Source: an optimization exercise on an open RTL-to-GDS flow (aim: a short achievable clock period and few clock cycles). Production flows keep margins and buffers that such runs may drop. RTL that was checked went through simulation tests only; none was proved equivalent to the original. Power is estimated from default activity; no workload was simulated.

Design a362m, start of the top module:
module a362m (
    input  wire        clk,
    input  wire        rst_n,
    input  wire        cmd_valid,
    input  wire [39:0] cmd_word,
    output reg         cmd_ready,
    output reg         done_valid,
    output reg  [2:0]  done_status,
    output reg  [15:0] rd,
    output reg  [15:0] fx,
    output reg  [15:0] fy,
    output reg  [15:0] fz,
    output reg  [15:0] ft,
    output reg  [63:0] burst_buf,
    output reg  [3:0]  bufn,
    output reg  [7:0]  want,
    output reg  [7:0]  echo,
    output reg  [2:0]  status,
    output reg  [3:0]  err,
    output reg         busy,
    output reg         cs_open,
    output reg         tx_valid,
    output reg  [7:0]  tx_byte,
    input  wire        rx_valid,
    input  wire [7:0]  rx_byte,
    input  wire        bus_fail
);
Size: about 1800 cells after synthesis, roughly 240 I/O pins, about 0.018 mm^2 of cells after synthesis.
make LEC_CHECK=0 CAP_MARGIN=20 CORE_MARGIN=2 CORE_UTILIZATION=40 PLACE_DENSITY=0.6 SETUP_SLACK_MARGIN=4.5 SLEW_MARGIN=20 SYNTH_HIERARCHICAL=1 finish   # period 7.0 ns
run.sh (not shown) runs the stock make flow with config.mk's settings and CLKGATE_MAP_FILE= SYNTH_SCRIPT=/design/flow/synth_recipe.tcl, a recipe that flattens the netlist after the stock synthesis.
Testbench counts at the start, summed over its fixed seeds: cycles 102,253.
Change:
--- a/flow/design.v
+++ b/flow/design.v
@@ -46,32 +46,38 @@
     wire        c_zs, c_zr;  
     wire        c_run, c_fit;
     wire        hold_cs;     
     wire        cs_next, tv_next, frm_next, lg_a, lg_b;
     a362m_opdec  u_opd (.op(cmd_word[39:35]), .en(acc), .d(c_d));
     a362m_opdec1 u_opl (.op(cmd_word[39:35]), .d(c_dl));
     a362m_chk    u_chk (.w(cmd_word[34:0]), .z(c_z), .t(c_t), .zs(c_zs), .zr(c_zr));
     a362m_runchk u_run (.m(cmd_word[23:16]), .v(cmd_word[7:0]), .run(c_run), .fit(c_fit));
-    a362m_ao14   u_gcs (.d(c_d[13:0]), .t(c_t), .hold(hold_cs), .y(cs_next));
-    a362m_ao14   u_gtv (.d(c_d[13:0]), .t(c_t), .hold(hold_cs), .y(tv_next));
-    a362m_ao14   u_gfr (.d(c_d[13:0]), .t(c_t), .hold(hold_cs), .y(frm_next));
+    wire go_cs, go_tv, go_fr;
+    a362m_ao14   u_gcs (.d(c_d[13:0]), .t(c_t), .hold(hold_cs), .y(go_cs));
+    a362m_ao14   u_gtv (.d(c_d[13:0]), .t(c_t), .hold(hold_cs), .y(go_tv));
+    a362m_ao14   u_gfr (.d(c_d[13:0]), .t(c_t), .hold(hold_cs), .y(go_fr));
+    a362m_late   u_lcs (.a(go_cs), .ds(c_d[14]), .zs(c_zs), .fit(c_fit),
+                        .dr(c_d[15]), .zr(c_zr), .run(c_run), .y(cs_next));
+    a362m_late   u_ltv (.a(go_tv), .ds(c_d[14]), .zs(c_zs), .fit(c_fit),
+                        .dr(c_d[15]), .zr(c_zr), .run(c_run), .y(tv_next));
+    a362m_late   u_lfr (.a(go_fr), .ds(c_d[14]), .zs(c_zs), .fit(c_fit),
+                        .dr(c_d[15]), .zr(c_zr), .run(c_run), .y(frm_next));
     a362m_ao9    u_lga (.d(c_dl[8:0]), .t(c_z[8:0]), .y(lg_a));
     a362m_ao8    u_lgb (.d(c_dl[16:9]), .t(c_z[16:9]), .y(lg_b));
     wire [4:0] c_op = cmd_word[39:35];
     wire c_rdfirst = (c_op == OP_RD1) | (c_op == OP_RD2) | (c_op == OP_RDB) |
                      (c_op == OP_RDS8) | (c_op == OP_RDS12) | (c_op == OP_RDXYZT) |
                      (c_op == OP_SETB) | (c_op == OP_SETF) | (c_op == OP_RDF) |
                      (c_op == OP_MEASON);
     reg        gap;          
     reg        first;        
     reg [1:0]  lg_q;         
     reg [16:0] opq;          
     reg        dec_q;        
-    reg        fit_q, run_q, zs_q, zr_q;    
     reg [39:0] cw;           
     reg [2:0]  step;         
     reg [3:0]  pos;          
     reg        last;         
     reg        endc;         
     reg        e_rd, e_xyzt; 
     reg [7:0]  e_rdb;        
     reg        rdfr;         
@@ -199,37 +205,32 @@
         else if (o_rds12) rd_new = decode(b0, rx_byte, s_bit);
         else if (o_rdf)   rd_new = {8'h00, rdf_v};
         else              rd_new = {8'h00, rx_byte};
     end
     wire rd_op = o_rd1 || o_rd2 || o_rds8 || o_rds12 || o_rdf;
     wire ans    = frm && rx_valid && !bus_fail;        
     wire fail   = frm && bus_fail;                     
     wire fin_ok = ans && endc;                         
-    wire lgo    = first && ((o_setf && zs_q && fit_q) || (o_rdf && zr_q && run_q));
-    wire zdone  = first && !frm && !lgo;               
+    wire zdone  = first && !frm;                       
     wire done_evt = fin_ok || fail || zdone;
     wire eq     = (rx_byte == w_q);
-    assign hold_cs = rst_n && bsy && (gap || lgo || (frm && !bus_fail && !(rx_valid && last)));
+    assign hold_cs = rst_n && bsy && (gap || (frm && !bus_fail && !(rx_valid && last)));
     wire lg = lg_q[0] || lg_q[1];
     wire busy_next, bsy_next;
     a362m_bsy u_bo (.rst_n(rst_n), .acc(acc), .bsy(bsy), .done(done_evt), .y(busy_next));
     a362m_bsy u_bi (.rst_n(rst_n), .acc(acc), .bsy(bsy), .done(done_evt), .y(bsy_next));
     integer i;
     always @(posedge clk) begin
         vsh   <= vsh_c;
         rdfm  <= rdfm_c;
         for (i = 0; i < 8; i = i + 1)
             bsel[i] <= (i < cw[3:0]);
         lg_q  <= {lg_b, lg_a};
         dec_q <= (c_op == OP_DEC);
-        fit_q <= c_fit;
-        run_q <= c_run;
-        zs_q  <= c_zs;
-        zr_q  <= c_zr;
         if (!bsy) begin
             cw  <= cmd_word;
             opq <= c_dl;
         end
         if (frm)
             for (i = 0; i < 8; i = i + 1)
                 if (capsel[i]) rxbuf[8*i +: 8] <= rx_byte;
         if (gap)
@@ -471,16 +472,28 @@
 module a362m_ao14 (
     input  wire [13:0] d,
     input  wire [13:0] t,
     input  wire        hold,
     output wire        y
 );
     assign y = hold || ((d & t) != 14'h0);
 endmodule
+module a362m_late (
+    input  wire a,
+    input  wire ds,
+    input  wire zs,
+    input  wire fit,
+    input  wire dr,
+    input  wire zr,
+    input  wire run,
+    output wire y
+);
+    assign y = a || (ds && zs && fit) || (dr && zr && run);
+endmodule
 module a362m_ao9 (
     input  wire [8:0] d,
     input  wire [8:0] t,
     output wire       y
 );
     assign y = ((d & t) != 9'h0);
 endmodule
 module a362m_ao8 (
- The changed run finished clean
- cell count stays flat
- setup slack loses 0.17 ns
- design area came out higher slightly
- worst hold slack degrades by 0.011 ns
- area after synthesis falls slightly
- maximum frequency shrinks by a few percent
- clock power climbs by a few percent
- die area drops slightly
- core utilization goes up by 1.5 points
No functional check of the RTL was part of the second run of this note.

* * *

## the baseline
a362m, a different RTL version from the one above (not shown whole).
Size: ~2,000 cells after synthesis, about 400 flip-flops, roughly 19,000 µm² of cells after synthesis.
Settings: LEC_CHECK=0, CAP_MARGIN=20, CORE_MARGIN=2, CORE_UTILIZATION=40, PLACE_DENSITY=0.6, SETUP_SLACK_MARGIN=4.5, SLEW_MARGIN=20, SYNTH_HIERARCHICAL=1; clock period 7.0 ns.
standard.sh (not shown) runs the stock make flow with config.mk's settings and CLKGATE_MAP_FILE= SYNTH_SCRIPT=/design/flow/synth_recipe.tcl, a recipe that flattens the netlist after the stock synthesis.
==> flow/flow/run.sh <==
#!/bin/bash
# Own flow: the standard layout (standard synthesis unchanged), with the
# port buffers made from plain buffers (buf_4) instead of the delay cells
# buffer_ports picks by default, and cell resizing not held to footprints.
set -euo pipefail
bash standard.sh \
  "BUFFER_PORTS_ARGS=-buffer_cell sky130_fd_sc_hd__buf_4" \
  MATCH_CELL_FOOTPRINT=0 \
  finish > flow_make.log 2>&1
Setup changes, the baseline to the candidate
-- flow/design.v --
<<< the baseline, line 224
    wire ans_t  = frm && rx_valid;                     
    wire eq     = (rx_byte == w_q);
    assign hold_cs = bsy && (gap || lgo || (frm && !bus_fail && !(rx_valid && last)));
    wire lg = lg_q[0] || lg_q[1];
>>> the candidate, line 224
    wire ans_t  = frm && rx_valid;                     
    wire eq     = (rx_byte == w_q);
    wire st_vm  = fin_ok && vfy && !eq;
    wire st_upd = fail || fin_ok || zdone || acc_dec;   
    wire [2:0] st_new = {zdone && !lg,
                         st_vm || (zdone && lg),
                         fail || (zdone && lg)};
    assign hold_cs = bsy && (gap || lgo || (frm && !bus_fail && !(rx_valid && last)));
    wire lg = lg_q[0] || lg_q[1];
<<< the baseline, line 328
            else if (ans_t && !last)
                tx_byte <= nxt;
            if (fail) begin
                done_status <= ST_TF;
                status      <= ST_TF;
                err[0]      <= 1'b1;
            end else if (fin_ok) begin
                if (vfy && !eq) begin
                    done_status <= ST_VM;
                    status      <= ST_VM;
                    err[1]      <= 1'b1;
                end else begin
                    done_status <= ST_OK;
                    status      <= ST_OK;
                end
            end else if (zdone) begin
                if (!lg) begin
                    done_status <= ST_IC;
                    status      <= ST_IC;
                    err[3]      <= 1'b1;
                end else begin
                    done_status <= ST_IF;
                    status      <= ST_IF;
                    err[2]      <= 1'b1;
                end
            end else if (acc_dec) begin
                done_status <= ST_OK;
                status      <= ST_OK;
            end
            if (acc_dec)
                rd <= decode(cmd_word[7:0], cmd_word[15:8], cmd_word[34]);
>>> the candidate, line 333
            else if (ans_t && !last)
                tx_byte <= nxt;
            status      <= st_new | (status & {3{!st_upd}});
            done_status <= st_new | (done_status & {3{!st_upd}});
            err         <= err | {zdone && !lg, zdone && lg, st_vm, fail};
            if (acc_dec)
                rd <= decode(cmd_word[7:0], cmd_word[15:8], cmd_word[34]);
==> notes.md <==
- The candidate reached the final stage; the timing, DRC and antenna checks on its layout passed.
- Side by side, mux contribution to synthesized area turned out higher in the candidate than in the baseline.
- Taking the baseline as the reference, in the candidate fmax went up 4.0 MHz; compound-gate portion of the synthesized area moved down.
- Global placement routability congestion was higher in the run labelled the baseline.
- Looking at the baseline and the candidate, the post-synth design cell area is a wash.
- The baseline has higher ratio of final minimum period to clock period than the candidate.
- The candidate vs the baseline: detailed-routed wire length on met3 up by more than 10%
- On area growth from synthesis to layout, the baseline and the candidate are basically level.
- On worst hold slack, the baseline and the candidate are basically level.
- Final routed wirelength across all metal layers in the candidate is about 1.4% lower than in the baseline
- When the candidate is set beside the baseline, its cell count turns out to be 9 smaller.
No run of this note included a check of the RTL's function; only the layout flow was run.

-- afterwards: timing with drivers on the ports --
Ports are ideal in the flow. The routed layouts listed here were re-timed in OpenROAD. Step 1: set_driving_cell puts a clkbuf_16 on clk and a buf_2 on each other input, an assumption about the parent block. Step 2, shift: input delay + t, output delay - t, t = (earliest + latest rising clock arrival at the registers) / 2. This alone moves slack from input paths to output paths. a / b / c = ideal / step 1 / step 2; a / b = the first two.
| run | t (ns) | setup WS [ns] | hold WS [ns] |
|---|---|---|---|
| the first run of note 1 | 0.633 | 4.519 / 4.465 / 3.924 | 0.441 / 0.441 / 0.441 |
| the second run of note 1 | 0.623 | 4.350 / 4.369 / 3.746 | 0.431 / 0.431 / 0.431 |
| the baseline | 0.627 | 4.486 / 4.478 / 3.879 | 0.445 / 0.445 / 0.445 |
| the candidate | 0.641 | 4.511 / 4.459 / 3.927 | 0.444 / 0.444 / 0.444 |
After both steps every run listed still meets setup and hold. The setup slack of the baseline, which loses most, moves by -0.008 ns with the drivers and by -0.607 ns with both steps.
